This design comes from an exercise in tuning for small area, a short achievable clock period and few clock cycles per item on the open sky130 flow, not from production work.
Where RTL was checked, it was by simulation tests only, not by an equivalence proof against the original.
For runs 1 and 4 to 9, only the layout was checked, not whether the RTL still works.
Power is estimated from default activity; no workload was simulated.

**flow/config.mk**
```make
export PLATFORM = sky130hd
export DESIGN_NAME = varint_unit
export DESIGN_NICKNAME = varint_unit
export VERILOG_FILES = /design/flow/design.v
export SDC_FILE = /design/flow/constraint.sdc
export NUM_CORES = 4
export LEC_CHECK = 0
export CAP_MARGIN = 20
export CORE_MARGIN = 2
export CORE_UTILIZATION = 45
export CTS_BUF_LIST = sky130_fd_sc_hd__clkbuf_8
export SLEW_MARGIN = 20
```
**flow/flow/remap.sh**
```bash
#!/bin/bash
# Re-map the combinational logic of the standard synthesis netlist with a
# delay-driven ABC script. Flip-flops (and their instance names and cell
# types) are left exactly as the standard synthesis made them.
# usage: remap.sh IN.v OUT.v ABC_SCRIPT
set -euo pipefail
in=$1; out=$2; scr=$3
LIB=$FLOW_HOME/platforms/sky130hd/lib/sky130_fd_sc_hd__tt_025C_1v80.lib
seq=$(grep -oE 'sky130_fd_sc_hd__[a-z0-9_]+' "$in" | sort -u | grep -E '__(e?s?df|dl|sdf|edf|conb)' | tr '\n' ' ')
dontuse=""
for c in $DONT_USE_CELLS; do dontuse="$dontuse -dont_use $c"; done
printf 'set_driving_cell sky130_fd_sc_hd__buf_1\nset_load 5\n' > remap_abc.constr
cat > remap.ys <<EOT
read_liberty -ignore_miss_func $LIB
blackbox $seq
read_verilog $in
hierarchy -top $FLOW_TOP
flatten
opt_clean
techmap
opt -fast
abc -script $scr -liberty $LIB $dontuse -constr remap_abc.constr
opt_clean -purge
hilomap -singleton -hicell sky130_fd_sc_hd__conb_1 HI -locell sky130_fd_sc_hd__conb_1 LO
splitnets
rename -hide w:*.*
opt_clean -purge
stat -liberty $LIB
write_verilog -noattr -noexpr -nohex -nodec $out
EOT
yosys -s remap.ys
```
**flow/standard.sh**
```bash
#!/bin/bash
# synth_recipe.tcl (not shown) runs the flow's synth.tcl, then flattens the netlist and writes it again
# the make line also repeats each setting of config.mk as NAME=value (left out here)
make -C /OpenROAD-flow-scripts/flow DESIGN_CONFIG=/design/flow/config.mk WORK_HOME=/design/flow/orfs CLKGATE_MAP_FILE= SYNTH_SCRIPT=/design/flow/synth_recipe.tcl "${@:-finish}"
```
**flow/flow/abc_delay.script**
```
strash
dch -f
map -D 1000
topo
buffer -p
upsize -D 1000
dnsize -D 1000
```
**flow/constraint.sdc**
```tcl
create_clock -name core_clock -period 5.0 [get_ports {clk}]
set_input_delay 1.0000 -clock core_clock [delete_from_list [all_inputs] [get_ports {clk}]]
set_output_delay 1.0000 -clock core_clock [all_outputs]
set_load 0.01 [all_outputs]
```
**flow/flow/run.sh**
```bash
#!/bin/bash
# Standard synthesis and layout, with two changes:
#  - the combinational logic of the standard synthesis netlist is re-mapped
#    by ABC with a delay-driven script (flip-flops untouched), see remap.sh;
#  - the port buffers are the small, fast buf_1 (instead of the default pick,
#    a clkdlybuf4s50_1 delay cell).
set -euo pipefail
BUF="BUFFER_PORTS_ARGS=-buffer_cell sky130_fd_sc_hd__buf_1"
R=orfs/results/$FLOW_PLATFORM/varint_unit/base
bash standard.sh "$BUF" synth > 1_standard_synth.log 2>&1
cp $R/1_2_yosys.v 1_2_yosys.standard.v
export DONT_USE_CELLS="$(awk '/^export DONT_USE_CELLS/{f=1} f{print} f&&!/\\$/{exit}' $FLOW_HOME/platforms/$FLOW_PLATFORM/config.mk | grep -oE 'sky130_fd_sc_hd__[A-Za-z0-9_]+' | tr '\n' ' ')"
bash flow/remap.sh $PWD/1_2_yosys.standard.v $PWD/1_2_yosys.remap.v $PWD/flow/abc_delay.script > 2_remap.log 2>&1
cp 1_2_yosys.remap.v $R/1_2_yosys.v
rm -f $R/1_synth.odb $R/1_synth.sdc
bash standard.sh "$BUF" finish > 3_standard_finish.log 2>&1
```
**flow/design.v**
```verilog
module varint_unit (
  input             clk,
  input             rst,
  input             cmd_valid,
  output            cmd_ready,
  input      [7:0]  cmd_op,
  input      [63:0] cmd_arg,
  output            snk_valid,
  output     [7:0]  snk_data,
  input             snk_ready,
  input      [1:0]  snk_resp,
  output            src_req,
  input             src_ready,
  input      [7:0]  src_data,
  input      [1:0]  src_resp,
  output            rsp_valid,
  output     [3:0]  rsp_status,
  output     [63:0] rsp_res,
  output     [79:0] rsp_buf
);
  genvar g;
  integer i;
  reg        rdy;       
  reg        pv;        
  reg        cls_e, cls_d, cls_b, cls_c;    
  reg [63:0] val;       
  reg        ex_e;      
  reg        ex_d;      
  reg        ex_i;      
  reg [7:0]  sd;        
  reg [3:0]  k;         
  reg        rv;        
  reg [2:0]  rst_st;    
  reg [63:0] res;       
  reg [8:0]  rcont;     
  assign cmd_ready  = rdy;
  assign snk_valid  = ex_e;
  assign snk_data   = sd;
  assign src_req    = ex_d;
  assign rsp_valid  = rv;
  assign rsp_status = {1'b0, rst_st};
  assign rsp_res    = res;
  generate
    for (g = 0; g < 9; g = g + 1) begin : g_buf
      assign rsp_buf[8*g +: 7] = val[7*g +: 7];
      assign rsp_buf[8*g + 7]  = rcont[g];
    end
  endgenerate
  assign rsp_buf[79:72] = {7'd0, val[63]};
  wire c_e = (cmd_op == 8'h00);
  wire c_b = (cmd_op == 8'h01);
  wire c_c = (cmd_op == 8'h02);
  wire c_d = (cmd_op == 8'h10);
  wire acc = cmd_valid & rdy;
  wire e_err  = snk_resp != 2'd0;
  wire e_step = ex_e & snk_ready;
  wire e_adv  = e_step & ~e_err & sd[7];           
  wire e_fin  = e_step & (e_err | ~sd[7]);
  wire d_err  = src_resp != 2'd0;
  wire d_pull = ex_d & src_ready;
  wire d_last = (k == 4'd9);
  wire d_fin  = d_pull & (d_err | ~src_data[7] | d_last);
  wire fin    = e_fin | d_fin | ex_i;
  wire exfree = fin | ~(ex_e | ex_d | ex_i);
  wire st_pend = exfree & pv;
  wire st_cmd  = exfree & ~pv & acc;
  wire s_e     = pv ? cls_e : c_e;
  wire s_d     = pv ? cls_d : c_d;
  wire s_b     = pv ? cls_b : c_b;
  wire [63:0] s_arg = pv ? val : cmd_arg;
  wire start_e = (st_pend | st_cmd) & s_e;
  wire start_d = (st_pend | st_cmd) & s_d;
  wire start_i = (st_pend | st_cmd) & ~s_e & ~s_d;
  wire s_more   = |s_arg[63:7];     
  wire val_more = |val[63:7];       
  wire [9:0] nz;
  generate
    for (g = 0; g < 9; g = g + 1) begin : g_nz
      assign nz[g] = |val[7*g +: 7];
    end
  endgenerate
  assign nz[9] = val[63];
  wire [3:0] vlen = nz[9] ? 4'd10 : nz[8] ? 4'd9 : nz[7] ? 4'd8 : nz[6] ? 4'd7 :
                    nz[5] ? 4'd6  : nz[4] ? 4'd5 : nz[3] ? 4'd4 : nz[2] ? 4'd3 :
                    nz[1] ? 4'd2  : 4'd1;
  wire [8:0] vcont;
  generate
    for (g = 0; g < 9; g = g + 1) begin : g_cont
      assign vcont[g] = |val[63:7*g+7];
    end
  endgenerate
  wire pv_next   = (acc & ~exfree) | (pv & ~exfree);
  wire more_next = exfree ? (start_e & s_more) : (ex_e & (e_adv ? val_more : sd[7]));
  always @(posedge clk) begin
    if (rst) begin
      rdy  <= 1'b1;
      pv   <= 1'b0;
      ex_e <= 1'b0;
      ex_d <= 1'b0;
      ex_i <= 1'b0;
      rv   <= 1'b0;
    end else begin
      rdy  <= ~pv_next & ~more_next & ~(start_i & s_b);    
      pv   <= pv_next;
      if (exfree) begin
        ex_e <= start_e;
        ex_d <= start_d;
        ex_i <= start_i;
      end
      rv   <= fin;
    end
  end
  always @(posedge clk) begin
    if (exfree) k <= 4'd0;
    else if (e_adv | d_pull) k <= k + 4'd1;
  end
  always @(posedge clk) begin
    if (acc) begin
      cls_e <= c_e;
      cls_d <= c_d;
      cls_b <= c_b;
      cls_c <= c_c;
    end
  end
  always @(posedge clk) begin
    if (acc)
      val <= (st_cmd & c_e) ? {7'd0, cmd_arg[63:7]} : cmd_arg;
    else if ((st_pend & cls_e) | e_adv)
      val <= {7'd0, val[63:7]};
  end
  always @(posedge clk) begin
    if (start_e)
      sd <= {s_more, s_arg[6:0]};
    else if (e_adv)
      sd <= {val_more, val[6:0]};
  end
  always @(posedge clk) begin
    if (e_fin)
      rst_st <= ~e_err ? 3'd0 : snk_resp[1] ? 3'd6 : 3'd1;
    else if (d_fin)
      rst_st <= d_err ? (src_resp[1] ? 3'd6 : 3'd1) : (src_data[7] ? 3'd2 : 3'd0);
    else if (ex_i)
      rst_st <= (cls_b | cls_c) ? 3'd0 : 3'd7;
  end
  always @(posedge clk) begin
    if (e_fin)
      res <= {60'd0, k + 4'd1};
    else if (ex_i)
      res <= {60'd0, vlen};
    else if (d_pull) begin
      for (i = 0; i < 9; i = i + 1)
        if (k == i)
          res[7*i +: 7] <= src_data[6:0];
        else if (k == 4'd0)
          res[7*i +: 7] <= 7'd0;
      res[63] <= d_last & src_data[0];
    end
  end
  always @(posedge clk) begin
    rcont <= vcont;
  end
endmodule
```
==> impl_metrics.toml, run 1 <==
[run_status]
outcome = "finished clean"

[drt]
viasPerCell = 5.49
drt-initial-drc-count = 855
drc = 0
drt_wl_total_um = 22600
drt_first_pass_iters = 6
postRouteAntennaNets = 0
wl_per_cell_um = 18.3
vias = 6808

[cts]
cts_root_buffer = "clkbuf_8"
cts_max_level = 4
clk_latency_ns = 0.44
cts.path.max_buffers = 2
cts_tree = "done"
clock-sinks = 162
postCtsSetupBuffers = 0
cts-resized-gates = 0
cts_made_buffers = 17
cts.clk_slew.worst_paths_ns = 0.08
holdBufCountCts = 0

[placement]
gp_congestion = 0.893
placed_cells = 1209
port_buffers = 240
dp_hpwl_um = 17000

[setup_path]
path_class = "primary input to register"
r2r-start = "ex_e$_SDFFE_PP0N_"
cp-end-kind = "register"
cp_max_fo = 21
crit_path_start_kind = "primary input"
critPathArrivalTime_ns = 3.62
worstPathRequired_ns = 5.20
startpoint = "snk_resp[1]"

[grt]
grt.total_usage_pct = 27.2
met3_usage_pct = 6.48
grtUsageMet1_pct = 38.7
grt_use_met2_pct = 41.1
grt_pass1_wl_um = 34300
grt-busiest-layer = "met2"
antenna_found_initial = 0
grt-ovfl-total = 0
grt_max_degree = 73
grt_pass1_vias = 6173

[min_path]
min_path_type = "register to register"
hp-start = "res[48]$_SDFFE_PP0P_"

[die]
start_util_pct = 46.3
core_area_um2 = 15300
std_cell_rows = 45
die_h_um = 129
dieArea_um2 = 16700
die_w_um = 129
ioPinCount = 249

[final_layout]
nets = 1106
fin_cells = 1240
area.growth.synth_to_final_pct = 20.6
drive_gt1_share_pct = 5.34
fill_cells = 1496
diodes = 0

[timing]
setup_viol = 0
post-route-period-util_pct = 68.4
fin_crit_ns = 3.42
clock_skew_ns = 0.0128
slew_viol_final = 0
fin_tns_setup_ns = 0
relSlewSlack_pct = 29.9
max_freq_ghz = 0.293
worst_pin_slew_ns = 1.05
rsz0062_at_grt = "false"
finalHoldViolCount = 0

[yosys]
ys_warn_count = 1
synth_cells = 774
synth_area_um2 = 7060
avgSynthCellArea_um2 = 9.12

[flow_run]
maxCapViolCount = 0

[power]
p_leak_uw = 0.00305
ir_drop_mv = 0.238
powerDensity_nw_per_um2 = 311
==> where the power goes <==
| group | switching [uW] | internal (uW) | total, uW |
|---|---|---|---|
| registers | 40.4 | 1450 | 1490 |
| clock network | 474 | 432 | 906 |
| logic | 174 | 76.6 | 251 |
==> worst paths after layout <==
path	end	depth (start not counted)	slack (ns)
worst max-delay path	val[55]$_DFFE_PP_	12	1.58
worst min-delay path	res[48]$_SDFFE_PP0P_	2	0.47
worst max register to register	val[55]$_DFFE_PP_	11	1.89
worst min register to register	res[48]$_SDFFE_PP0P_	2	0.47
==> area by class of cell <==
| class | count | area, um^2 | area share [%] |
|---|---|---|---|
| sequential | 162 | 4070 | 47.8 |
| inverter | 66 | 248 | 2.91 |
| clock buffer | 17 | 234 | 2.75 |
| tap | 211 | 264 | 3.10 |
| multi-input combinational | 524 | 2630 | 30.9 |
| clock inverter | 14 | 123 | 1.44 |
| timing repair buffer | 246 | 946 | 11.1 |
==> worst max-delay path: stages <==
cell and delay (ns):
buf_1 0.10, nor2_1 0.14, nand2_1 0.06, nand2_1 0.19
nand2_1 0.48, nor2_2 0.38, o21ai_4 0.15, nand3_4 0.08
nand2_1 0.40, buf_4 0.41, nor2_1 0.14, nor2_1 0.05
==> stage by stage <==
stage	utilization [%]	worst slack (ns)	power [uW]	hold WS, ns	instance area [um^2]
after floorplan	-	0.856	1650	0.466	7090
after global placement	53.5	1.28	1770	0.451	8160
after detailed placement	53.5	1.14	1770	0.463	8160
after CTS	55.8	1.63	2660	0.474	8520
after global routing	55.8	1.37	2750	0.497	8520
final	55.8	1.58	2650	0.470	8520
==> cell usage in the layout, fill, tap and decap left out, types with 3 or more instances in the layout <==
master	count
inv_4	3
nand3_1	53
o21ai_0	56
inv_2	3
a22oi_1	16
clkinv_2	4
clkbuf_8	17
buf_1	240
buf_4	6
edfxtp_1	83
a21oi_1	39
nand2_1	71
o41ai_1	3
inv_1	66
conb_1	8
nor2_1	145
nor3_1	20
dfxtp_1	79
nand4_1	11
nor4_1	10
nor2_2	6
o22ai_1	57
==> registers in the layout, summed over array words and instances, names as in the netlist <==
name and cells:
k 4, cls_b 1, rdy 1, ex_d 1
cls_c 1, ex_i 1, pv 1, cls_e 1
ex_e 1, res 64, cls_d 1, rcont 9
val 64, rv 1, sd 8, rst_st 3
==> per-layer routing <==
layer | routed length [um] | share of wire, %
met1 | 9900 | 44
met2 | 10100 | 45
met3 | 2020 | 8.9
met4 | 619 | 2.7
met5 | 0 | 0
==> inputs of run 2 (changes only) <==
--- a/flow/design.v
+++ b/flow/design.v
@@ -73,5 +73,5 @@
   wire start_i = (st_pend | st_cmd) & ~s_e & ~s_d;
   wire s_more   = |s_arg[63:7];     
-  wire val_more = |val[63:7];       
+  wire val_more = |val[63:14];      
   wire [9:0] nz;
   generate
@@ -125,6 +125,6 @@
   always @(posedge clk) begin
     if (acc)
-      val <= (st_cmd & c_e) ? {7'd0, cmd_arg[63:7]} : cmd_arg;
-    else if ((st_pend & cls_e) | e_adv)
+      val <= cmd_arg;
+    else if (e_adv)
       val <= {7'd0, val[63:7]};
   end
@@ -133,5 +133,5 @@
       sd <= {s_more, s_arg[6:0]};
     else if (e_adv)
-      sd <= {val_more, val[6:0]};
+      sd <= {val_more, val[13:7]};
   end
   always @(posedge clk) begin
--- a/flow/config.mk
+++ b/flow/config.mk
@@ -10,3 +10,4 @@
 export CORE_UTILIZATION = 45
 export CTS_BUF_LIST = sky130_fd_sc_hd__clkbuf_8
+export SETUP_SLACK_MARGIN = 3.0
 export SLEW_MARGIN = 20
==> run 2 against run 1 <==
  * Still clean
  * Clock skew shrank 0.0028 ns
  * Cell count rose by 2.8%
  * Routed wire length shrank 9.5%
  * Design area is 11% higher
  * First-iteration DRC count shrank 45%
  * Non-clock buffer count rose by 64
  * Die area fell by 2.3%
  * Worst hold slack better by 0.0010 ns
  * Worst setup slack gained 1.3 ns
  * Global-route usage decreased by 2.6 points
  * Critical endpoint is now rsp_buf[11]
==> impl_metrics.toml, run 2 <==
[setup_path]
crit_buf_inv = 1
crit_family = "flip-flops"
critPathArrivalTime_ns = 1.08
worstPathRequired_ns = 4.00
reg2regPathDepth = 8
reg2reg_slack_ns = 2.96
reg2reg_to = "sd[7]$_DFFE_PP_"
cp-end-kind = "output port"
path_class = "register to output port"
cp_max_fo = 4
crit_path_start_kind = "register"
cp_cell_sequence = "clkbuf_2"
cpPeakStageDelay_ns = 0.46
r2r-start = "val[29]$_DFFE_PP_"
crit_slowest_cell = "edfxtp_1"

[timing]
rsz0062_at_grt = "true"
fin_tns_setup_ns = 0
max_freq_ghz = 0.481
clock_skew_ns = 0.0100
fin_crit_ns = 2.08
worst_pin_slew_ns = 0.898
slew_viol_final = 0
whs_ns = 0.471
relSlewSlack_pct = 40.1
setup_viol = 0
post-route-period-util_pct = 41.6
finalHoldViolCount = 0

[yosys]
avgSynthCellArea_um2 = 9.07
synth_cells = 760
ys_warn_count = 1
synth_area_um2 = 6890

[drt]
drc = 0
wl_per_cell_um = 16.1
postRouteAntennaNets = 0
drt_wl_total_um = 20500
drt_first_pass_iters = 5
drt-initial-drc-count = 472
vias = 6588
viasPerCell = 5.17

[grt]
grt-ovfl-total = 0
grt_max_degree = 102
grt_pass1_vias = 6036
grt_pass1_wl_um = 31000
grt.total_usage_pct = 24.6
antenna_found_initial = 0

[cts]
holdBufCountCts = 0
cts.path.max_buffers = 2
cts_tree = "done"
cts_root_buffer = "clkbuf_8"
cts_made_buffers = 17
cts.clk_slew.worst_paths_ns = 0.09
clock-sinks = 162
cts_max_level = 4
clk_latency_ns = 0.46

[final_layout]
fin_cells = 1275
design_area_um2 = 9450
area.growth.synth_to_final_pct = 37.1
top_regs = "res x64, val x64, rcont x9"
fin_util_pct = 62.6
layout_common_cells = "nand2_1, buf_1, clkbuf_2, inv_1, edfxtp_1"
diodes = 0
drive_gt1_share_pct = 28.9
layout_commonest_cell = "nand2_1"
nets = 1163

[min_path]
min_path_type = "register to register"
min_to = "res[57]$_SDFFE_PP0P_"
min_path_cells = 1
hp-start = "res[57]$_SDFFE_PP0P_"

[die]
ioPinCount = 249
start_util_pct = 45.7
core_area_um2 = 15100
std_cell_rows = 45
die_h_um = 128
die_w_um = 128
dieArea_um2 = 16300

[placement]
port_buffers = 240
placed_cells = 1173
dp_hpwl_um = 14300
post_dp_cell_area_um2 = 8090
gp_congestion = 0.824

[power]
ir_drop_mv = 0.170
p_leak_uw = 0.00406
powerDensity_nw_per_um2 = 297

[run_status]
outcome = "finished clean"

[flow_run]
maxCapViolCount = 0
run 2: where the power goes:
part	switching, uW	total, uW	internal [uW]	leakage (uW)
logic	181	297	115	0.00239
clock network	516	1030	515	0.000219
registers	31.3	1480	1450	0.00146
total	728	2810	2080	0.00406
run 2: worst reg2reg max path, stage by stage, from the launching register on:
cell and delay [ns]:
edfxtp_1 0.40, buf_4 0.15, or3_1 0.41, nor2_2 0.17, nand2_2 0.10, nor3_4 0.25
nand3_2 0.16, inv_1 0.11, o21bai_1 0.06
run 2: final cells by class:
class / instances / area (um^2)
Fill cell: 1351 / 5640
Sequential cell: 162 / 4100
Multi-Input combinational cell: 491 / 2700
Timing Repair Buffer: 310 / 1630
Inverter: 92 / 360
Clock buffer: 18 / 248
Tap cell: 188 / 235
Clock inverter: 14 / 178
run 2: how the worst max path moves through the flow:
| stage | cells past startpoint | slack (ns) | start | end |
|---|---|---|---|---|
| 3_3_place_gp | 8 | 2.11 | snk_resp[1] | res[3]$_DFFE_PP_ |
| 6_report | 1 | 2.92 | val[10]$_DFFE_PP_ | rsp_buf[11] |
| 3_5_place_dp | 8 | 2.04 | snk_resp[1] | res[60]$_SDFFE_PP0P_ |
| 5_1_grt | 9 | 2.80 | val[61]$_SDFFCE_PN0P_ | res[2]$_DFFE_PP_ |
| 4_1_cts | 1 | 2.89 | val[44]$_DFFE_PP_ | rsp_buf[50] |
| 2_1_floorplan | 10 | 2.77 | snk_resp[1] | sd[1]$_DFFE_PP_ |
run 2: repair_timing:
item                                    4_1_cts  5_1_grt
pin swaps                                     5       13
setup buffers                                50       19
resized for setup                            53      138
cloned                                        1        0
endpoints found under the setup margin      173      220
run 2: through the flow:
stage	setup WS, ns	total power [uW]
6_report	2.92	2810
5_1_grt	2.80	2910
4_1_cts	2.89	2790
3_5_place_dp	2.04	1740
3_3_place_gp	2.11	1740
2_1_floorplan	2.77	1640
run 2: routing by layer:
| layer | up-vias | routed length, um | track usage, % |
|---|---|---|---|
| met5 | - | 0 | 0 |
| met4 | 0 | 444 | 9.70 |
| met3 | 40 | 1360 | 5.84 |
| met2 | 268 | 9640 | 39.2 |
| met1 | 3061 | 9040 | 32.7 |
| li1 | 3219 | - | - |
Testbench counts of run 2, summed over its fixed seeds: cycles 19,478, items 4,800.
==> inputs of run 3 (changes only) <==
--- a/flow/config.mk
+++ b/flow/config.mk
@@ -10,4 +10,4 @@
 export CORE_UTILIZATION = 45
 export CTS_BUF_LIST = sky130_fd_sc_hd__clkbuf_8
-export SETUP_SLACK_MARGIN = 3.0
+export SETUP_SLACK_MARGIN = 2.5
 export SLEW_MARGIN = 20
==> run 3 against run 2 <==
  * Clock skew is 0.0022 ns higher
  * Non-clock buffer count is 70 lower
  * Critical path type unchanged
  * Still clean
  * Core utilization is 6.6 points lower
  * Clock power hardly changed
  * Largest cell class unchanged
  * Sequential cell count stayed put
  * Largest power group unchanged
  * Count of clock-buffer cells in the layout is 1 higher
==> impl_metrics.toml, run 3 <==
[run_status]
outcome = "finished clean"

[grt]
antenna_found_initial = 0
grt_max_degree = 106
grt_pass1_vias = 5631
grt_pass1_wl_um = 29700
grt-ovfl-total = 0
grt.total_usage_pct = 23.7

[timing]
fin_tns_setup_ns = 0
setup_viol = 0
fin_crit_ns = 2.30
worst_pin_slew_ns = 0.839
clock_skew_ns = 0.0122
max_freq_ghz = 0.435
slew_viol_final = 0
whs_ns = 0.488
post-route-period-util_pct = 46.0
rsz0062_at_grt = "false"
relSlewSlack_pct = 44.0
finalHoldViolCount = 0

[die]
die_w_um = 128
ioPinCount = 249
dieArea_um2 = 16300
die_h_um = 128
start_util_pct = 45.7
core_area_um2 = 15100
std_cell_rows = 45

[final_layout]
nets = 1094
fin_util_pct = 56.0
area.growth.synth_to_final_pct = 22.7
drive_gt1_share_pct = 6.68
diodes = 0
top_regs = "res x64, val x64, rcont x9"
layout_common_cells = "buf_1, nand2_1, inv_1, nor2_1, edfxtp_1"
layout_commonest_cell = "buf_1"

[drt]
drt_first_pass_iters = 5
drt_wl_total_um = 20000
vias = 6292
viasPerCell = 5.22
drt-initial-drc-count = 447
wl_per_cell_um = 16.6
postRouteAntennaNets = 0
drc = 0

[setup_path]
worstPathRequired_ns = 4.00
r2r-start = "val[61]$_SDFFCE_PN0P_"
crit_buf_inv = 1
crit_slowest_cell = "dfxtp_1"
cp_cell_sequence = "buf_1"
crit_family = "flip-flops"
cpPeakStageDelay_ns = 0.65
path_class = "register to output port"
critPathArrivalTime_ns = 1.30
cp_max_fo = 4
reg2reg_to = "sd[7]$_DFFE_PP_"
reg2regPathDepth = 7
reg2reg_slack_ns = 2.78
cp-end-kind = "output port"
crit_path_start_kind = "register"

[power]
p_leak_uw = 0.00324
combPwrFrac_pct = 8.3
p_switching_uw = 687
pwr-share-seq_pct = 54.6
ir_drop_mv = 0.165
switching_share_pct = 25.2
powerDensity_nw_per_um2 = 322
p_total_uw = 2730
clock_power_share_pct = 37.1
internal-power_uw = 2040

[cts]
cts_made_buffers = 17
cts.path.max_buffers = 2
clock-sinks = 162
cts_max_level = 4
clk_latency_ns = 0.45
cts.clk_slew.worst_paths_ns = 0.09
cts_root_buffer = "clkbuf_8"
cts_tree = "done"
postCtsSetupBuffers = 0

[yosys]
ys_warn_count = 1
avgSynthCellArea_um2 = 9.07
synth_area_um2 = 6890
synth_cells = 760

[min_path]
min_to = "res[49]$_SDFFE_PP0P_"
hp-start = "res[49]$_SDFFE_PP0P_"
min_path_cells = 2
min_path_type = "register to register"

[placement]
gp_congestion = 0.839
port_buffers = 240
dp_hpwl_um = 14400

[flow_run]
maxCapViolCount = 0
[run 3: per-stage QoR]
stage	area, um^2	instances	setup slack, ns
2_1_floorplan	6930	767	2.56
3_5_place_dp	7990	1172	1.73
4_1_cts	8420	1204	2.58
3_3_place_gp	7990	1172	1.81
6_report	8460	1206	2.70
5_1_grt	8460	1206	2.55
[run 3: power by group through the flow]
stage	combinational, uW	clock [uW]	sequential [uW]
3_3_place_gp	219	0	1520
2_1_floorplan	105	0	1530
3_5_place_dp	220	0	1520
4_1_cts	222	1030	1490
5_1_grt	252	1080	1500
6_report	225	1010	1490
[run 3: how the worst max path moves through the flow]
stage | from | end | slack [ns] | cells past startpoint
2_1_floorplan | cmd_valid | val[0]$_DFFE_PP_ | 2.56 | 4
3_3_place_gp | cmd_valid | rdy$_SDFF_PP1_ | 1.81 | 6
3_5_place_dp | snk_resp[1] | res[25]$_SDFFE_PP0P_ | 1.73 | 8
4_1_cts | cmd_valid | sd[3]$_DFFE_PP_ | 2.58 | 7
5_1_grt | pv$_SDFF_PP0_ | sd[7]$_DFFE_PP_ | 2.55 | 6
6_report | rdy$_SDFF_PP1_ | cmd_ready | 2.70 | 1
[run 3: what timing repair did]
action | in CTS | in global routing
pin swaps | 0 | 1
gates resized for setup | 3 | 3
hold buffers | 0 | 0
cloned | 0 | 2
setup endpoints to repair | 70 | 21
[run 3: metal layers]
| layer | up-vias | part of all wire (%) | GRT usage (%) |
|---|---|---|---|
| li1 | 3077 | - | - |
| met1 | 2936 | 45 | 32.6 |
| met2 | 255 | 47 | 37.2 |
| met3 | 24 | 6.8 | 5.13 |
| met4 | 0 | 1.7 | 8.73 |
| met5 | - | 0 | 0 |
[run 3: area by class of cell]
class	count	area (um^2)
tap	188	235
clock buffer	19	262
multi-input combinational	492	2480
timing repair buffer	240	902
inverter	92	348
fill	1497	6630
clock inverter	13	159
sequential	162	4070
==> inputs of run 4 (changes only) <==
--- a/flow/design.v
+++ b/flow/design.v
@@ -32,5 +32,6 @@
   reg        rv;        
   reg [2:0]  rst_st;    
-  reg [63:0] res;       
+  reg        rdec;      
+  reg [3:0]  cnt;       
   reg [8:0]  rcont;     
   assign cmd_ready  = rdy;
@@ -40,5 +41,5 @@
   assign rsp_valid  = rv;
   assign rsp_status = {1'b0, rst_st};
-  assign rsp_res    = res;
+  assign rsp_res    = {val[63:4] & {60{rdec}}, rdec ? val[3:0] : cnt};
   generate
     for (g = 0; g < 9; g = g + 1) begin : g_buf
@@ -91,4 +92,5 @@
   endgenerate
   wire pv_next   = (acc & ~exfree) | (pv & ~exfree);
+  wire d_next    = exfree ? start_d : ex_d;
   wire more_next = exfree ? (start_e & s_more) : (ex_e & (e_adv ? val_more : sd[7]));
   always @(posedge clk) begin
@@ -101,5 +103,5 @@
       rv   <= 1'b0;
     end else begin
-      rdy  <= ~pv_next & ~more_next & ~(start_i & s_b);    
+      rdy  <= ~pv_next & ~more_next & ~d_next & ~(start_i & s_b);
       pv   <= pv_next;
       if (exfree) begin
@@ -128,4 +130,12 @@
     else if (e_adv)
       val <= {7'd0, val[63:7]};
+    else if (d_pull) begin
+      for (i = 0; i < 9; i = i + 1)
+        if (k == i)
+          val[7*i +: 7] <= src_data[6:0];
+        else if (k == 4'd0)
+          val[7*i +: 7] <= 7'd0;
+      val[63] <= d_last & src_data[0];
+    end
   end
   always @(posedge clk) begin
@@ -144,16 +154,6 @@
   end
   always @(posedge clk) begin
-    if (e_fin)
-      res <= {60'd0, k + 4'd1};
-    else if (ex_i)
-      res <= {60'd0, vlen};
-    else if (d_pull) begin
-      for (i = 0; i < 9; i = i + 1)
-        if (k == i)
-          res[7*i +: 7] <= src_data[6:0];
-        else if (k == 4'd0)
-          res[7*i +: 7] <= 7'd0;
-      res[63] <= d_last & src_data[0];
-    end
+    rdec <= d_fin;
+    cnt  <= e_fin ? k + 4'd1 : vlen;
   end
   always @(posedge clk) begin
==> run 4 against run 3 <==
  * Still clean on timing, DRC and antenna
  * Combinational power barely moved
  * Sequential power fell by 33%
  * First-iteration DRC count rose by 34%
  * Total power fell by 36%
  * Cell count fell by 4.3%
  * Non-clock buffer count rose by 7
  * Synthesized cell count fell by 2.8%
  * Core utilization rose by 1.4 points
  * Critical endpoint is now val[10]$_DFFE_PP_
  * Largest cell class unchanged
  * Highest routed layer unchanged
==> impl_metrics.toml, run 4 <==
[run_status]
outcome = "finished clean"

[die]
ioPinCount = 249
die_h_um = 117
core_area_um2 = 12600
std_cell_rows = 41
start_util_pct = 46.0
die_w_um = 117
dieArea_um2 = 13800

[placement]
dp_hpwl_um = 16100
pre_cts_slack_ns = 1.66
gp_congestion = 0.909
post_dp_cell_area_um2 = 6860
port_buffers = 240

[setup_path]
reg2regPathDepth = 8
cp_max_fo = 24
r2r-start = "val[52]$_DFFE_PP_"
reg2reg_to = "sd[7]$_DFFE_PP_"
reg2reg_slack_ns = 2.57
crit_buf_inv = 4
worstPathRequired_ns = 5.06
path_class = "primary input to register"
cpPeakStageDelay_ns = 0.25
cp-end-kind = "register"
critPathArrivalTime_ns = 2.51
crit_path_start_kind = "primary input"
crit_slowest_cell = "buf_4"
crit_family = "buffers and inverters"
cp_cell_sequence = "buf_1 > nor3_2 > nand3_1 > buf_4 > inv_6 > nor2_2 > o21ai_4 > inv_4 > o21ai_2"
worst-path-stages = 9

[final_layout]
drive_gt1_share_pct = 6.72
top_regs = "val x64, rcont x9, sd x8"
layout_commonest_cell = "buf_1"
fin_util_pct = 57.5
diodes = 0
largest_reg_flops = 64
area.growth.synth_to_final_pct = 25.0
multiInputGateArea_um2 = 2560
fill_cells = 1235
design_area_um2 = 7220
layout_common_cells = "buf_1, nor2_1, nand2_1, inv_1, edfxtp_1"
top_register = "val"
seq_area_um2 = 2860
nets = 1066

[drt]
drc = 0
wl_per_cell_um = 18.4
drt-initial-drc-count = 600
vias = 6118
postRouteAntennaNets = 0
drt_first_pass_iters = 5
viasPerCell = 5.30
drt_wl_total_um = 21200

[yosys]
avgSynthCellArea_um2 = 7.82
ys_warn_count = 1
synth_cells = 739
synth_area_um2 = 5780

[min_path]
min_path_cells = 0
min_to = "rcont[8]$_DFF_P_"
min_path_type = "register to register"
hp-start = "val[63]$_DFFE_PP_"

[cts]
cts_made_buffers = 9
holdBufCountCts = 0
cts.clk_slew.worst_paths_ns = 0.10
clock-sinks = 103
cts_root_buffer = "clkbuf_8"
clk_latency_ns = 0.39
cts_max_level = 3
cts_tree = "done"
cts.path.max_buffers = 2

[timing]
relSlewSlack_pct = 51.3
post-route-period-util_pct = 48.9
setup_viol = 0
fin_tns_setup_ns = 0
slew_viol_final = 0
finalHoldViolCount = 0
fin_crit_ns = 2.45
worst_slack_ns = 2.55
worst_pin_slew_ns = 0.725
rsz0062_at_grt = "false"
clock_skew_ns = 0.00794
max_freq_ghz = 0.409

[grt]
grt_pass1_wl_um = 32100
grt_use_met2_pct = 50.1
grtUsageMet1_pct = 40.6
grt_pass1_vias = 5762
grt.total_usage_pct = 30.4
met3_usage_pct = 5.20
antenna_found_initial = 0
grt-busiest-layer = "met2"
grt-ovfl-total = 0
grt_max_degree = 82

[flow_run]
maxCapViolCount = 0

[power]
p_leak_uw = 0.00270
p_total_uw = 1750
powerDensity_nw_per_um2 = 243
ir_drop_mv = 0.120
[run 4: layout make-up]
type | count | share of cell area [%]
clock inverter | 7 | 0.883
inverter | 105 | 5.77
multi-input combinational | 510 | 35.4
tap | 172 | 2.98
sequential | 103 | 39.5
timing repair inverter | 1 | 0.0866
timing repair buffer | 247 | 13.6
clock buffer | 9 | 1.71
[run 4: metal layers]
layer / routed length (um) / share of wire, %
met3: 1710 / 8.0
met4: 473 / 2.2
met2: 10200 / 48
met1: 8870 / 42
met5: 0 / 0
[run 4: how the worst max path moves through the flow]
stage                     start                end  slack (ns)
floorplan           snk_resp[1]    sd[0]$_DFFE_PP_        2.50
global placement    snk_resp[1]  val[44]$_DFFE_PP_        1.71
detailed placement  snk_resp[1]  val[43]$_DFFE_PP_        1.66
CTS                 snk_resp[1]  val[44]$_DFFE_PP_        2.44
global route        snk_resp[1]  val[10]$_DFFE_PP_        2.48
finish              snk_resp[1]  val[10]$_DFFE_PP_        2.55
[run 4: timing repair]
action / CTS / global route
setup buffers: 1 / 2
resized for setup: 15 / 20
hold endpoints to repair: 0 / 0
gates cloned: 1 / 0
setup endpoints to repair: 196 / 83
pin swaps: 0 / 1
[run 4: metrics by stage]
stage / hold slack, ns / std cells
2_1_floorplan: 0.456 / 746
3_3_place_gp: 0.451 / 1134
3_5_place_dp: 0.467 / 1134
4_1_cts: 0.489 / 1152
5_1_grt: 0.513 / 1154
6_report: 0.489 / 1154
[run 4: worst reg2reg max path, cell delays in order, from the launching register on]
cell and delay (ns):
edfxtp_1 0.49, inv_1 0.12, nand3_1 0.20, nor4_2 0.46
nand2_1 0.17, inv_1 0.21, a41oi_1 0.19, o21ai_1 0.28
nand2_1 0.09
[run 4: where the power goes]
group | switching, uW | total, uW | internal, uW
combinational | 158 | 225 | 66.8
sequential | 37.1 | 1000 | 967
clock | 298 | 526 | 228
==> inputs of run 5 (changes only) <==
--- a/flow/design.v
+++ b/flow/design.v
@@ -56,5 +56,5 @@
   wire e_err  = snk_resp != 2'd0;
   wire e_step = ex_e & snk_ready;
-  wire e_adv  = e_step & ~e_err & sd[7];           
+  wire e_adv  = e_step & sd[7];
   wire e_fin  = e_step & (e_err | ~sd[7]);
   wire d_err  = src_resp != 2'd0;
--- a/flow/config.mk
+++ b/flow/config.mk
@@ -9,5 +9,4 @@
 export CORE_MARGIN = 2
 export CORE_UTILIZATION = 45
-export CTS_BUF_LIST = sky130_fd_sc_hd__clkbuf_8
-export SETUP_SLACK_MARGIN = 2.5
+export SETUP_SLACK_MARGIN = 2.8
 export SLEW_MARGIN = 20
==> run 5 against run 4 <==
  * Register-to-register slack improved by 0.24 ns
  * Sequential cell count unchanged
  * Synthesized cell count increased by 1.2%
  * Die area increased by 1.2%
  * Clock skew increased by 0.0011 ns
  * Worst setup slack improved by 0.19 ns
  * Sequential power about the same
  * Critical path type is now register to output port
==> impl_metrics.toml, run 5 <==
[run_status]
outcome = "finished clean"

[die]
die_w_um = 118
std_cell_rows = 41
start_util_pct = 46.2
core_area_um2 = 12700
die_h_um = 118
dieArea_um2 = 13900
ioPinCount = 249

[grt]
grt_pass1_vias = 6162
grt_pass1_wl_um = 33800
grt.total_usage_pct = 31.3
grt_max_degree = 62
grtUsageMet1_pct = 40.3
grt-ovfl-total = 0
antenna_found_initial = 0
met3_usage_pct = 5.91
grt_use_met2_pct = 52.4
grt-busiest-layer = "met2"

[power]
pwr-share-seq_pct = 50.4
combPwrFrac_pct = 13.2
p_leak_uw = 0.00321
internal-power_uw = 1460
ir_drop_mv = 0.146
clock_power_share_pct = 36.4
switching_share_pct = 27.5
powerDensity_nw_per_um2 = 245
p_switching_uw = 554

[setup_path]
endpoint = "rsp_res[2]"
cp_cell_sequence = "buf_12 > inv_16 > nand2_4 > nand2_1 > buf_2"
worst-path-stages = 5
crit_buf_inv = 3
crit_family = "flip-flops"
cp-end-kind = "output port"
path_class = "register to output port"
cp_max_fo = 8
reg2reg_to = "sd[7]$_DFFE_PP_"
r2r-start = "val[57]$_DFFE_PP_"
startpoint = "rdec$_DFF_P_"
worstPathRequired_ns = 4.00
reg2reg_slack_ns = 2.81
reg2regPathDepth = 7
crit_slowest_cell = "dfxtp_4"
cpPeakStageDelay_ns = 0.41
crit_path_start_kind = "register"
critPathArrivalTime_ns = 1.26

[final_layout]
nets = 1103
largest_reg_flops = 64
layout_common_cells = "buf_1, nor2_1, inv_1, a21oi_1, nand2_1"
fin_util_pct = 64.9
layout_commonest_cell = "buf_1"
drive_gt1_share_pct = 19.9
fin_cells = 1191
design_area_um2 = 8220
top_regs = "val x64, rcont x9, sd x8"
diodes = 0
area.growth.synth_to_final_pct = 40.5
top_register = "val"

[yosys]
avgSynthCellArea_um2 = 7.83
synth_cells = 748
ys_warn_count = 1
synth_area_um2 = 5850

[cts]
cts.path.max_buffers = 2
cts_max_level = 3
clk_latency_ns = 0.35
clock-sinks = 103
cts_root_buffer = "clkbuf_16"
cts.clk_slew.worst_paths_ns = 0.07
cts_made_buffers = 9
cts_tree = "done"

[timing]
rsz0062_at_grt = "true"
fin_crit_ns = 2.26
post-route-period-util_pct = 45.2
whs_ns = 0.549
finalHoldViolCount = 0
fin_tns_setup_ns = 0
clock_skew_ns = 0.00907
setup_viol = 0
max_freq_ghz = 0.442
relSlewSlack_pct = 49.1
worst_pin_slew_ns = 0.763
slew_viol_final = 0

[drt]
postRouteAntennaNets = 0
wl_per_cell_um = 18.9
viasPerCell = 5.55
drc = 0
drt-initial-drc-count = 789
vias = 6611
drt_first_pass_iters = 6
drt_wl_total_um = 22600

[placement]
gp_congestion = 0.923
dp_hpwl_um = 15700
placed_cells = 1139
post_dp_cell_area_um2 = 6990
port_buffers = 240

[flow_run]
maxCapViolCount = 0

[min_path]
min_path_type = "register to register"
[run 5: per-layer routing]
| metal | share of wire [%] | wire, um |
|---|---|---|
| met4 | 2.8 | 629 |
| met1 | 40 | 8910 |
| met3 | 9.3 | 2100 |
| met5 | 0 | 0 |
| met2 | 48 | 10900 |
[run 5: area by class of cell]
cell class | instances | area (um^2)
clock buffer | 10 | 239
clock inverter | 6 | 67.6
fill | 1174 | 4450
inverter | 117 | 469
multi-input combinational | 505 | 2950
sequential | 103 | 2860
tap | 172 | 215
timing repair buffer | 274 | 1360
timing repair inverter | 4 | 68.8
[run 5: per-stage QoR]
stage	power [uW]	setup slack [ns]
after floorplan	1150	2.67
after global placement	1260	1.90
after detailed placement	1270	1.82
after CTS	2000	2.70
after global routing	2090	2.71
final	2020	2.74
[run 5: tightest hold or removal path, delay by kind of cell (launching register included)]
family,cells,cell delay (ns)
flip-flops,1,0.34
AND/OR/NAND/NOR,2,0.16
[run 5: worst min-delay path by stage]
| stage | start | end | slack [ns] | cells past startpoint |
|---|---|---|---|---|
| 2_1_floorplan | val[63]$_DFFE_PP_ | rcont[8]$_DFF_P_ | 0.48 | 0 |
| 3_3_place_gp | ex_i$_SDFFE_PP0N_ | rv$_SDFF_PP0_ | 0.52 | 2 |
| 3_5_place_dp | ex_i$_SDFFE_PP0N_ | rv$_SDFF_PP0_ | 0.53 | 2 |
| 4_1_cts | k[0]$_SDFFE_PN0P_ | cnt[0]$_DFF_P_ | 0.55 | 1 |
| 5_1_grt | k[0]$_SDFFE_PN0P_ | cnt[0]$_DFF_P_ | 0.57 | 1 |
| 6_report | k[1]$_SDFFE_PN0P_ | k[1]$_SDFFE_PN0P_ | 0.55 | 2 |
[run 5: power groups by stage]
stage	clock network, uW	logic (uW)	registers, uW
finish	734	267	1020
detailed placement	0	234	1030
CTS	740	249	1020
floorplan	0	116	1040
global placement	0	232	1030
global route	776	289	1020
[run 5: timing repair]
action / 4_1_cts / 5_1_grt
endpoints found under the setup margin: 210 / 160
setup buffers: 15 / 15
pin swaps: 22 / 11
resized for setup: 118 / 72
gates cloned: 6 / 0
hold buffers: 0 / 0
==> inputs of run 6 (changes only) <==
--- a/flow/config.mk
+++ b/flow/config.mk
@@ -9,4 +9,5 @@
 export CORE_MARGIN = 2
 export CORE_UTILIZATION = 45
+export CTS_BUF_LIST = sky130_fd_sc_hd__clkbuf_8
 export SETUP_SLACK_MARGIN = 2.8
 export SLEW_MARGIN = 20
==> run 6 against run 5 <==
  * Still clean on timing, DRC and antenna
  * Via count rose by 1.8%
  * Clock skew up 0.0043 ns
  * First-iteration DRC count fell by 16%
  * Synthesized area unchanged
  * Register-to-register slack gained 0.06 ns
  * Die area is the same
  * Cell count increased by 1.1%
  * Non-clock buffer count grew 13
  * Combinational power up 3%
  * Critical path depth down 1
  * Worst hold slack improved by 0.0059 ns
  * Sequential share of layout area shrank 0.090 points
  * Critical path type unchanged
  * Critical endpoint is now rsp_res[58]
  * Largest power group unchanged
  * Highest routed layer unchanged
==> impl_metrics.toml, run 6 <==
[drt]
drt-initial-drc-count = 663
drc = 0
drt_wl_total_um = 23000
viasPerCell = 5.59
postRouteAntennaNets = 0
wl_per_cell_um = 19.1
vias = 6729
drt_first_pass_iters = 6

[setup_path]
cp_max_fo = 31
crit_path_start_kind = "register"
critPathArrivalTime_ns = 1.29
path_class = "register to output port"
worstPathRequired_ns = 4.00
cp-end-kind = "output port"

[yosys]
ys_warn_count = 1
synth_cells = 748
synth_area_um2 = 5850
avgSynthCellArea_um2 = 7.83

[final_layout]
fin_cells = 1204
nets = 1116
largest_reg_flops = 64
fill_cells = 1178
area.growth.synth_to_final_pct = 40.9
drive_gt1_share_pct = 24.5
design_area_um2 = 8250
top_regs = "val x64, rcont x9, sd x8"
diodes = 0
top_register = "val"
layout_commonest_cell = "buf_1"
layout_common_cells = "buf_1, inv_1, nor2_1, a21oi_1, nand2_1"

[timing]
clock_skew_ns = 0.0134
rsz0062_at_grt = "true"
slew_viol_final = 0
whs_ns = 0.555
post-route-period-util_pct = 45.8
max_freq_ghz = 0.437
fin_tns_setup_ns = 0
fin_crit_ns = 2.29
finalHoldViolCount = 0
setup_viol = 0
relSlewSlack_pct = 48.9
worst_pin_slew_ns = 0.767

[grt]
antenna_found_initial = 0
grt-ovfl-total = 0
grt.total_usage_pct = 31.4
grt_pass1_vias = 6147
grt_max_degree = 62
grt_pass1_wl_um = 33700

[cts]
clock-sinks = 103
cts_max_level = 3
clk_latency_ns = 0.39
cts_made_buffers = 9
cts.clk_slew.worst_paths_ns = 0.10
cts.path.max_buffers = 2
cts_root_buffer = "clkbuf_8"
cts_tree = "done"

[min_path]
min_path_type = "register to register"

[power]
ir_drop_mv = 0.135
powerDensity_nw_per_um2 = 225
p_leak_uw = 0.00333
p_total_uw = 1860

[die]
die_h_um = 118
core_area_um2 = 12700
start_util_pct = 46.2
dieArea_um2 = 13900
die_w_um = 118
std_cell_rows = 41
ioPinCount = 249

[flow_run]
maxCapViolCount = 0

[placement]
dp_hpwl_um = 15700
gp_congestion = 0.923
post_dp_cell_area_um2 = 6990
port_buffers = 240
placed_cells = 1139

[run_status]
outcome = "finished clean"
run 6: final timing paths:
kind / start / end / slack, ns / cells after the start
hold / removal: k[1]$_SDFFE_PN0P_ / k[1]$_SDFFE_PN0P_ / 0.56 / 2
setup reg to reg: val[52]$_DFFE_PP_ / sd[7]$_DFFE_PP_ / 2.87 / 6
hold reg to reg: k[1]$_SDFFE_PN0P_ / k[1]$_SDFFE_PN0P_ / 0.56 / 2
setup / recovery: rdec$_DFF_P_ / rsp_res[58] / 2.71 / 4
run 6: routing by layer:
| metal | routed length, um | global-route usage, % | vias up |
|---|---|---|---|
| met1 | 9240 | 40.7 | 3187 |
| met4 | 702 | 12.8 | 0 |
| met3 | 2030 | 5.67 | 59 |
| met2 | 11000 | 51.7 | 412 |
| li1 | - | - | 3071 |
| met5 | 0 | 0 | - |
run 6: final cells by class:
type / count / area, um^2 / share of cell area (%)
Multi-Input combinational cell: 505 / 2980 / 36.2
Tap cell: 172 / 215 / 2.61
Timing Repair inverter: 4 / 58.8 / 0.713
Inverter: 117 / 483 / 5.86
Clock inverter: 6 / 67.6 / 0.819
Timing Repair Buffer: 287 / 1440 / 17.5
Clock buffer: 10 / 138 / 1.67
Sequential cell: 103 / 2860 / 34.6
run 6: metrics by stage:
step                      util, %  setup slack, ns
final                        65.1             2.71
after floorplan                 -             2.67
after global routing         65.1             2.65
after detailed placement     55.2             1.82
after global placement       55.2             1.90
after CTS                    60.7             2.71
run 6: report_power, final:
group          switching, uW  total, uW  internal (uW)  leakage [uW]
Sequential              46.2       1020            971      0.000982
Clock                    319        567            248     0.0000993
Combinational            182        275           92.5       0.00225
run 6: repair_timing:
item / CTS / global route
hold endpoints to repair: 0 / 0
pin swaps: 12 / 14
resized for setup: 130 / 86
buffers inserted: 11 / 32
hold buffers: 0 / 0
setup endpoints to repair: 207 / 157
gates cloned: 6 / 0
run 6: worst max-delay path, stage by stage (launching register included):
cell and delay (ns):
dfxtp_4 0.39, buf_12 0.17, inv_16 0.08, nor2_1 0.11, buf_2 0.13
==> inputs of run 7 (changes only) <==
--- a/flow/design.v
+++ b/flow/design.v
@@ -32,5 +32,5 @@
   reg        rv;        
   reg [2:0]  rst_st;    
-  reg        rdec;      
+  reg [9:0]  rdec;      
   reg [3:0]  cnt;       
   reg [8:0]  rcont;     
@@ -41,5 +41,12 @@
   assign rsp_valid  = rv;
   assign rsp_status = {1'b0, rst_st};
-  assign rsp_res    = {val[63:4] & {60{rdec}}, rdec ? val[3:0] : cnt};
+  wire [63:0] rmask;
+  generate
+    for (g = 0; g < 9; g = g + 1) begin : g_rmask
+      assign rmask[7*g +: 7] = {7{rdec[g]}};
+    end
+  endgenerate
+  assign rmask[63] = rdec[9];
+  assign rsp_res    = {val[63:4] & rmask[63:4], rdec[0] ? val[3:0] : cnt};
   generate
     for (g = 0; g < 9; g = g + 1) begin : g_buf
@@ -154,5 +161,6 @@
   end
   always @(posedge clk) begin
-    rdec <= d_fin;
+    for (i = 0; i < 10; i = i + 1)
+      rdec[i] <= d_fin & (k >= i);
     cnt  <= e_fin ? k + 4'd1 : vlen;
   end
--- a/flow/config.mk
+++ b/flow/config.mk
@@ -10,4 +10,4 @@
 export CORE_UTILIZATION = 45
 export CTS_BUF_LIST = sky130_fd_sc_hd__clkbuf_8
-export SETUP_SLACK_MARGIN = 2.8
+export SETUP_SLACK_MARGIN = 2.5
 export SLEW_MARGIN = 20
==> run 7 against run 6 <==
  * Non-clock buffer count down 41
  * Clock power down 4.9%
  * Count of clock-buffer cells in the layout down 1
  * Fmax down 9.2%
  * Synthesized area up 5.3%
  * Sequential cell count up 9
  * Clock skew down 0.0017 ns
  * Worst hold slack worse by 0.0075 ns
  * Critical path depth up 3
  * Critical path type is now primary input to register
==> impl_metrics.toml, run 7 <==
[yosys]
synth_cells = 748
synth_area_um2 = 6160
avgSynthCellArea_um2 = 8.24
ys_warn_count = 1

[flow_run]
maxCapViolCount = 0

[power]
p_leak_uw = 0.00282
clock_power_share_pct = 28.6
p_switching_uw = 543
combPwrFrac_pct = 13.8
ir_drop_mv = 0.170
internal-power_uw = 1340
powerDensity_nw_per_um2 = 251
switching_share_pct = 28.8
pwr-share-seq_pct = 57.7

[timing]
worst_pin_slew_ns = 0.845
worst_slack_ns = 2.48
slew_viol_final = 0
fin_crit_ns = 2.52
post-route-period-util_pct = 50.4
fin_tns_setup_ns = 0
finalHoldViolCount = 0
clock_skew_ns = 0.0117
relSlewSlack_pct = 43.2
rsz0062_at_grt = "true"
setup_viol = 0
max_freq_ghz = 0.397

[drt]
drt-initial-drc-count = 593
drt_first_pass_iters = 5
postRouteAntennaNets = 0
drc = 0
drt_wl_total_um = 23400
vias = 6554
wl_per_cell_um = 20.0
viasPerCell = 5.60

[grt]
antenna_found_initial = 1
grt_pass1_wl_um = 34700
grt.total_usage_pct = 31.6
grt_max_degree = 82
grt-ovfl-total = 0
grt_pass1_vias = 6044

[die]
dieArea_um2 = 14600
ioPinCount = 249
die_w_um = 121
core_area_um2 = 13300
start_util_pct = 46.3
std_cell_rows = 42
die_h_um = 121

[final_layout]
multiInputGateArea_um2 = 2660
area.growth.synth_to_final_pct = 21.9
seq_area_um2 = 3030
fill_cells = 1298
top_register = "val"
fin_util_pct = 56.5
largest_reg_flops = 64
nets = 1078
diodes = 0
design_area_um2 = 7510
layout_common_cells = "buf_1, nor2_1, inv_1, nand2_1, edfxtp_1"
layout_commonest_cell = "buf_1"
drive_gt1_share_pct = 7.14
top_regs = "val x64, rdec x10, rcont x9"

[min_path]
min_path_type = "register to register"

[setup_path]
critPathArrivalTime_ns = 2.58
cp_max_fo = 12
cp-end-kind = "register"
worstPathRequired_ns = 5.06
crit_path_start_kind = "primary input"
path_class = "primary input to register"

[cts]
cts_max_level = 3
cts.path.max_buffers = 2
cts_root_buffer = "clkbuf_8"
cts_tree = "done"
clk_latency_ns = 0.39
clock-sinks = 112
cts.clk_slew.worst_paths_ns = 0.10
cts_made_buffers = 9

[placement]
pre_cts_slack_ns = 1.73
gp_congestion = 0.930
port_buffers = 240
dp_hpwl_um = 18400
post_dp_cell_area_um2 = 7230

[run_status]
outcome = "finished clean"
## run 7: cell count changes in the layout (fill, tap and decap cells not counted), sizes merged, moves of 9 or more
cell	change
dfxtp	+9
nor2	+11
buf	-40
a21oi	-19
a2111oi	+12
## run 7: critical path: stages
cell and delay [ns]:
buf_1 0.09, nand2_2 0.17, nor2_8 0.07, nor2_4 0.29, inv_2 0.19, a31oi_4 0.39
o21ai_1 0.37
## run 7: per-stage QoR
stage	power, uW	cells	hold WS [ns]
floorplan	1230	755	0.455
global placement	1360	1151	0.511
detailed placement	1360	1151	0.526
CTS	1880	1169	0.546
global route	1950	1170	0.566
finish	1890	1170	0.548
## run 7: metal layers
layer	track usage, %	wire (um)	vias to the layer above	part of all wire (%)
met1	42.3	9410	3042	40
met2	50.2	10900	431	46
met3	5.92	2370	52	10
li1	-	-	3029	-
met4	13.4	750	0	3.2
met5	0	0	-	0
## run 7: cell type report
type | count | share of cell area, %
Tap cell | 176 | 2.93
Clock inverter | 7 | 0.766
Sequential cell | 112 | 40.4
Inverter | 121 | 6.10
Clock buffer | 9 | 1.65
Multi-Input combinational cell | 499 | 35.4
Timing Repair Buffer | 246 | 12.8
## run 7: path summary, 6_finish.rpt
| path | from | end | slack, ns | depth (start not counted) |
|---|---|---|---|---|
| hold / removal | k[3]$_SDFFE_PN0P_ | k[3]$_SDFFE_PN0P_ | 0.55 | 1 |
| hold reg to reg | k[3]$_SDFFE_PN0P_ | k[3]$_SDFFE_PN0P_ | 0.55 | 1 |
| setup reg to reg | val[20]$_DFFE_PP_ | sd[7]$_DFFE_PP_ | 2.64 | 8 |
| setup / recovery | snk_ready | val[56]$_DFFE_PP_ | 2.48 | 7 |
## run 7: repair_timing
action | in CTS | in global routing
pin swaps | 0 | 1
gates resized for setup | 13 | 10
endpoints found under the setup margin | 76 | 81
setup buffers | 2 | 1
hold buffers | 0 | 0
gates cloned | 0 | 0
## run 7: power groups by stage
stage | registers [uW] | clock network (uW) | logic, uW
5_1_grt | 1090 | 575 | 285
3_3_place_gp | 1110 | 0 | 250
2_1_floorplan | 1110 | 0 | 119
6_report | 1090 | 539 | 260
4_1_cts | 1090 | 536 | 255
3_5_place_dp | 1110 | 0 | 252
==> inputs of run 8 (changes only) <==
--- a/flow/design.v
+++ b/flow/design.v
@@ -80,5 +80,4 @@
   wire start_d = (st_pend | st_cmd) & s_d;
   wire start_i = (st_pend | st_cmd) & ~s_e & ~s_d;
-  wire s_more   = |s_arg[63:7];     
   wire val_more = |val[63:14];      
   wire [9:0] nz;
@@ -98,4 +97,5 @@
     end
   endgenerate
+  wire s_more = pv ? vcont[0] : |cmd_arg[63:7];
   wire pv_next   = (acc & ~exfree) | (pv & ~exfree);
   wire d_next    = exfree ? start_d : ex_d;
@@ -141,7 +141,6 @@
         if (k == i)
           val[7*i +: 7] <= src_data[6:0];
-        else if (k == 4'd0)
-          val[7*i +: 7] <= 7'd0;
-      val[63] <= d_last & src_data[0];
+      if (d_last)
+        val[63] <= src_data[0];
     end
   end
--- a/flow/config.mk
+++ b/flow/config.mk
@@ -9,5 +9,4 @@
 export CORE_MARGIN = 2
 export CORE_UTILIZATION = 45
-export CTS_BUF_LIST = sky130_fd_sc_hd__clkbuf_8
 export SETUP_SLACK_MARGIN = 2.5
 export SLEW_MARGIN = 20
==> run 8 against run 7 <==
  * Worst setup slack worse by 0.0059 ns
  * Clock skew is 0.0070 ns lower
  * Non-clock buffer count is 3 higher
  * Synthesized cell count is 5.7% lower
  * Core utilization is 1.6 points higher
  * Die area is 5.1% lower
  * Count of clock-buffer cells in the layout is 1 higher
  * Sequential power hardly changed
  * Synthesized area is 5.2% lower
==> impl_metrics.toml, run 8 <==
[cts]
clk_latency_ns = 0.35
cts.clk_slew.worst_paths_ns = 0.07
cts.path.max_buffers = 2
cts_made_buffers = 9
clock-sinks = 112
holdBufCountCts = 0
cts_root_buffer = "clkbuf_16"
cts_max_level = 3
cts_tree = "done"

[final_layout]
nets = 1043
fill_cells = 1233
fin_util_pct = 58.1
seq_area_um2 = 3030
fin_cells = 1131
top_register = "val"
area.growth.synth_to_final_pct = 25.5
multiInputGateArea_um2 = 2210
largest_reg_flops = 64
layout_commonest_cell = "buf_1"
top_regs = "val x64, rdec x10, rcont x9"
design_area_um2 = 7330
drive_gt1_share_pct = 6.26
diodes = 0
layout_common_cells = "buf_1, inv_1, o21ai_0, nor2_1, nand2_1"

[setup_path]
r2r-start = "val[53]$_DFFE_PP_"
reg2regPathDepth = 6
crit_family = "buffers and inverters"
crit_path_start_kind = "primary input"
reg2reg_to = "sd[7]$_DFFE_PP_"
cpPeakStageDelay_ns = 0.50
critPathArrivalTime_ns = 2.75
worstPathRequired_ns = 5.22
crit_slowest_cell = "nor2_2"
cp_max_fo = 52
crit_buf_inv = 4
reg2reg_slack_ns = 2.73
cp-end-kind = "register"
cp_cell_sequence = "buf_1 > nand2_1 > buf_6 > clkinv_1 > buf_4 > nor2_2 > o21ai_0 > nand2_1"
cp_common_cell = "nand2_1"
path_class = "primary input to register"

[timing]
rsz0062_at_grt = "true"
relSlewSlack_pct = 48.9
slew_viol_final = 0
clock_skew_ns = 0.00473
post-route-period-util_pct = 50.5
fin_tns_setup_ns = 0
fin_crit_ns = 2.53
setup_viol = 0
max_freq_ghz = 0.396
worst_pin_slew_ns = 0.760
finalHoldViolCount = 0

[grt]
grt_pass1_vias = 5669
grt-ovfl-total = 0
grt_pass1_wl_um = 30600
antenna_found_initial = 0
grt_max_degree = 53
grt.total_usage_pct = 28.5

[min_path]
hp-start = "val[63]$_DFFE_PP_"
min_path_type = "register to register"
min_to = "rcont[8]$_DFF_P_"
min_path_cells = 0

[drt]
wl_per_cell_um = 17.8
drt_wl_total_um = 20200
drt_first_pass_iters = 5
drc = 0
drt-initial-drc-count = 482
viasPerCell = 5.27
postRouteAntennaNets = 0
vias = 5956

[power]
p_total_uw = 2000
powerDensity_nw_per_um2 = 273
ir_drop_mv = 0.154
p_leak_uw = 0.00294

[die]
core_area_um2 = 12600
die_h_um = 118
die_w_um = 118
dieArea_um2 = 13900
start_util_pct = 46.3
ioPinCount = 249
std_cell_rows = 41

[placement]
post_dp_cell_area_um2 = 6920
port_buffers = 240
placed_cells = 1108
dp_hpwl_um = 15800
gp_congestion = 0.900

[run_status]
outcome = "finished clean"

[flow_run]
maxCapViolCount = 0

[yosys]
ys_warn_count = 1
avgSynthCellArea_um2 = 8.28
synth_cells = 705
synth_area_um2 = 5840
run 8: changes by cell type in the layout (fill, tap and decap cells not counted), moves of 10 or more:
cell	change
a2111oi_1	-10
a21oi_1	-60
inv_1	+36
nand2_1	-15
nor2_1	-64
o21ai_0	+92
run 8: cell type report:
type,count,share of cell area (%)
repair buffers,249,13.6
inverters,157,8.09
flip-flops and latches,112,41.4
repair inverters,1,0.0683
multi-input cells,424,30.2
well taps,172,2.94
clock buffers,10,3.26
clock inverters,6,0.478
run 8: per-layer routing:
| metal | vias up | GRT usage [%] | share of wire (%) |
|---|---|---|---|
| met1 | 2752 | 36.5 | 40 |
| met2 | 354 | 47.5 | 49 |
| met5 | - | 0 | 0 |
| met4 | 0 | 10.8 | 2.3 |
| li1 | 2817 | - | - |
| met3 | 33 | 5.91 | 9.1 |
run 8: through the flow:
stage               hold slack (ns)  setup WS, ns
floorplan                     0.472          2.51
global placement              0.526          1.69
detailed placement            0.520          1.65
CTS                           0.545          2.50
global route                  0.570          2.38
finish                        0.544          2.47
run 8: how the worst max path moves through the flow:
stage	from	to	slack, ns	depth (start not counted)
after floorplan	src_ready	sd[0]$_DFFE_PP_	2.51	10
after global placement	snk_ready	sd[3]$_DFFE_PP_	1.69	8
after detailed placement	snk_ready	sd[1]$_DFFE_PP_	1.65	8
after CTS	cmd_valid	val[48]$_DFFE_PP_	2.50	8
after global routing	cmd_valid	val[31]$_DFFE_PP_	2.38	8
final	cmd_valid	val[24]$_DFFE_PP_	2.47	8
run 8: worst register-to-register path: stages, from the launching register on:
cell and delay (ns):
edfxtp_1 0.49, nor4_1 0.28, nand4_1 0.29, nor2_4 0.37, nand4_4 0.18, o311ai_4 0.28, o21ai_1 0.11
run 8: repair_timing:
action	CTS	global route
cloned	1	0
gates resized for setup	23	3
buffers inserted	3	3
setup endpoints to repair	142	120
pin swaps	1	1
run 8: where the power goes:
part | total (uW) | switching [uW] | internal [uW]
sequential | 1100 | 47.7 | 1050
clock | 676 | 328 | 349
combinational | 226 | 156 | 69.8
==> inputs of run 9 (changes only) <==
--- a/flow/design.v
+++ b/flow/design.v
@@ -29,4 +29,5 @@
   reg        ex_i;      
   reg [7:0]  sd;        
+  reg        emore;     
   reg [3:0]  k;         
   reg        rv;        
@@ -63,5 +64,5 @@
   wire e_err  = snk_resp != 2'd0;
   wire e_step = ex_e & snk_ready;
-  wire e_adv  = e_step & sd[7];
+  wire e_adv  = snk_ready & emore;
   wire e_fin  = e_step & (e_err | ~sd[7]);
   wire d_err  = src_resp != 2'd0;
@@ -109,5 +110,7 @@
       ex_i <= 1'b0;
       rv   <= 1'b0;
+      emore <= 1'b0;
     end else begin
+      emore <= more_next;
       rdy  <= ~pv_next & ~more_next & ~d_next & ~(start_i & s_b);
       pv   <= pv_next;
@@ -132,16 +135,21 @@
     end
   end
+  wire dsel = ex_d | pv;
+  wire [63:0] val_d;
+  wire [9:0]  val_we;
+  generate
+    for (g = 0; g < 9; g = g + 1) begin : g_val
+      wire [6:0] shr7 = (g < 8) ? val[7*g+7 +: 7] : {6'd0, val[63]};
+      assign val_d[7*g +: 7] = emore ? shr7 : dsel ? src_data[6:0] : cmd_arg[7*g +: 7];
+    end
+    for (g = 0; g < 10; g = g + 1) begin : g_we
+      assign val_we[g] = acc | e_adv | (d_pull & (k == g));
+    end
+  endgenerate
+  assign val_d[63] = ~emore & (dsel ? src_data[0] : cmd_arg[63]);
   always @(posedge clk) begin
-    if (acc)
-      val <= cmd_arg;
-    else if (e_adv)
-      val <= {7'd0, val[63:7]};
-    else if (d_pull) begin
-      for (i = 0; i < 9; i = i + 1)
-        if (k == i)
-          val[7*i +: 7] <= src_data[6:0];
-      if (d_last)
-        val[63] <= src_data[0];
-    end
+    for (i = 0; i < 9; i = i + 1)
+      if (val_we[i]) val[7*i +: 7] <= val_d[7*i +: 7];
+    if (val_we[9]) val[63] <= val_d[63];
   end
   always @(posedge clk) begin
==> run 9 against run 8 <==
  * Combinational power fell by 23%
  * Sequential cell count is 1 higher
  * First-iteration DRC count rose by 27%
  * Worst hold slack worse by 0.085 ns
  * Design area shrank 0.75%
  * Highest routed layer unchanged
  * Still clean
  * Sequential share of layout area up 0.59 points
==> impl_metrics.toml, run 9 <==
[final_layout]
layout_commonest_cell = "buf_1"
largest_reg_flops = 64
top_regs = "val x64, rdec x10, rcont x9"
design_area_um2 = 7270
area.growth.synth_to_final_pct = 31.3
drive_gt1_share_pct = 6.32
multiInputGateArea_um2 = 2060
fin_cells = 1064
nets = 993
fill_cells = 1132
diodes = 0
top_register = "val"
seq_area_um2 = 3050
layout_common_cells = "buf_1, o21ai_0, nor2_1, inv_1, edfxtp_1"

[power]
p_leak_uw = 0.00275
p_switching_uw = 558
ir_drop_mv = 0.198
powerDensity_nw_per_um2 = 344
internal-power_uw = 1940
switching_share_pct = 22.3
combPwrFrac_pct = 6.9
pwr-share-seq_pct = 42.9
clock_power_share_pct = 50.2

[placement]
gp_congestion = 0.915
pre_cts_slack_ns = 2.12
post_dp_cell_area_um2 = 6620
placed_cells = 1030
dp_hpwl_um = 14700
port_buffers = 240

[die]
std_cell_rows = 40
core_area_um2 = 12000
die_w_um = 115
dieArea_um2 = 13200
ioPinCount = 249
start_util_pct = 46.1
die_h_um = 115

[setup_path]
worstPathRequired_ns = 5.02
path_class = "primary input to register"
critPathArrivalTime_ns = 2.48
cp-end-kind = "register"
worst-path-stages = 5
reg2reg_slack_ns = 2.60
crit_path_start_kind = "primary input"
cp_max_fo = 10
reg2regPathDepth = 5
crit_family = "simple AND/OR/NAND/NOR gates"
cpPeakStageDelay_ns = 0.58
cp_cell_sequence = "buf_1 > nand2_1 > inv_1 > nor2_1 > o21ai_0"
crit_slowest_cell = "nor2_1"
crit_buf_inv = 2

[min_path]
min_path_cells = 0
min_path_type = "register to register"

[drt]
drc = 0
postRouteAntennaNets = 0
viasPerCell = 5.36
drt_first_pass_iters = 5
drt-initial-drc-count = 613
drt_wl_total_um = 19300
wl_per_cell_um = 18.1
vias = 5698

[grt]
antenna_found_initial = 0
grt_max_degree = 60
grt_pass1_vias = 5252
grt.total_usage_pct = 28.9
grt-ovfl-total = 0
grt_pass1_wl_um = 28300

[yosys]
synth_cells = 649
synth_area_um2 = 5540
avgSynthCellArea_um2 = 8.53
ys_warn_count = 1

[timing]
worst_slack_ns = 2.55
finalHoldViolCount = 0
fin_tns_setup_ns = 0
worst_pin_slew_ns = 1.09
relSlewSlack_pct = 27.4
rsz0062_at_grt = "true"
clock_skew_ns = 0.00724
post-route-period-util_pct = 49.1
slew_viol_final = 0
max_freq_ghz = 0.408
fin_crit_ns = 2.45
setup_viol = 0

[cts]
cts_root_buffer = "clkbuf_16"
clock-sinks = 113
cts_max_level = 4
cts_tree = "done"
cts.clk_slew.worst_paths_ns = 0.05
cts.path.max_buffers = 2
cts_made_buffers = 17
clk_latency_ns = 0.41

[flow_run]
maxCapViolCount = 0

[run_status]
outcome = "finished clean"
[run 9: final timing paths]
path,to,startpoint
min,rcont[8]$_DFF_P_,val[63]$_DFFE_PP_
max,val[29]$_DFFE_PP_,snk_ready
max reg2reg,val[19]$_DFFE_PP_,pv$_SDFF_PP0_
min reg2reg,rcont[8]$_DFF_P_,val[63]$_DFFE_PP_
[run 9: layout make-up]
type / count / share of cell area (%)
inverters: 107 / 5.52
flip-flops and latches: 113 / 42.0
multi-input cells: 420 / 28.4
clock inverters: 6 / 0.809
well taps: 147 / 2.53
clock buffers: 26 / 7.90
repair buffers: 245 / 12.9
[run 9: through the flow]
step / hold WS [ns] / util [%] / total power (uW)
final: 0.459 / 60.5 / 2500
after CTS: 0.468 / 60.4 / 2510
after global placement: 0.448 / 55.1 / 1260
after floorplan: 0.456 / - / 1170
after detailed placement: 0.456 / 55.1 / 1260
after global routing: 0.482 / 60.5 / 2570
[run 9: timing repair]
action | 4_1_cts | 5_1_grt
endpoints found under the hold margin | 0 | 0
buffers inserted | 0 | 2
hold buffers | 0 | 0
endpoints found under the setup margin | 4 | 94
resized for setup | 2 | 6
pin swaps | 0 | 1
[run 9: power groups by stage]
stage | Clock (uW) | Combinational (uW) | Sequential [uW]
floorplan | 0 | 70.9 | 1100
global placement | 0 | 168 | 1090
detailed placement | 0 | 170 | 1090
CTS | 1260 | 170 | 1070
global route | 1310 | 192 | 1070
finish | 1250 | 173 | 1070
[run 9: layer usage]
layer / GRT usage, % / vias up / share of wire (%)
li1: - / 2713 / -
met1: 38.3 / 2656 / 43
met2: 46.8 / 299 / 48
met3: 6.80 / 30 / 7.7
met4: 9.88 / 0 / 1.8
met5: 0 / - / 0

## separate check: timing with driven ports
How much do the figures lean on ideal ports? The routed layouts below were timed once more, with nothing changed but the port constraints.
Step 1, drivers: a clkbuf_16 drives clk and a buf_2 each remaining input, both assumed.
Step 2, shift: input delay + t, output delay - t, t = (earliest + latest rising clock arrival at the registers) / 2. This alone moves slack from input paths to output paths.
Three values: ideal ports, drivers, drivers and shift; two values: the first two.
run | t (ns) | slack for setup (ns)
run 1 | 0.476 | 1.581 / 1.597 / 1.121
run 2 | 0.490 | 2.920 / 2.882 / 2.497
run 3 | 0.484 | 2.700 / 2.663 / 2.244
run 4 | 0.418 | 2.554 / 2.553 / 2.148
run 5 | 0.389 | 2.740 / 2.696 / 2.401
run 6 | 0.418 | 2.712 / 2.673 / 2.412
run 7 | 0.422 | 2.481 / 2.498 / 2.076
run 8 | 0.391 | 2.475 / 2.499 / 2.108
run 9 | 0.450 | 2.547 / 2.567 / 2.117
After both steps every run listed still meets setup and hold.
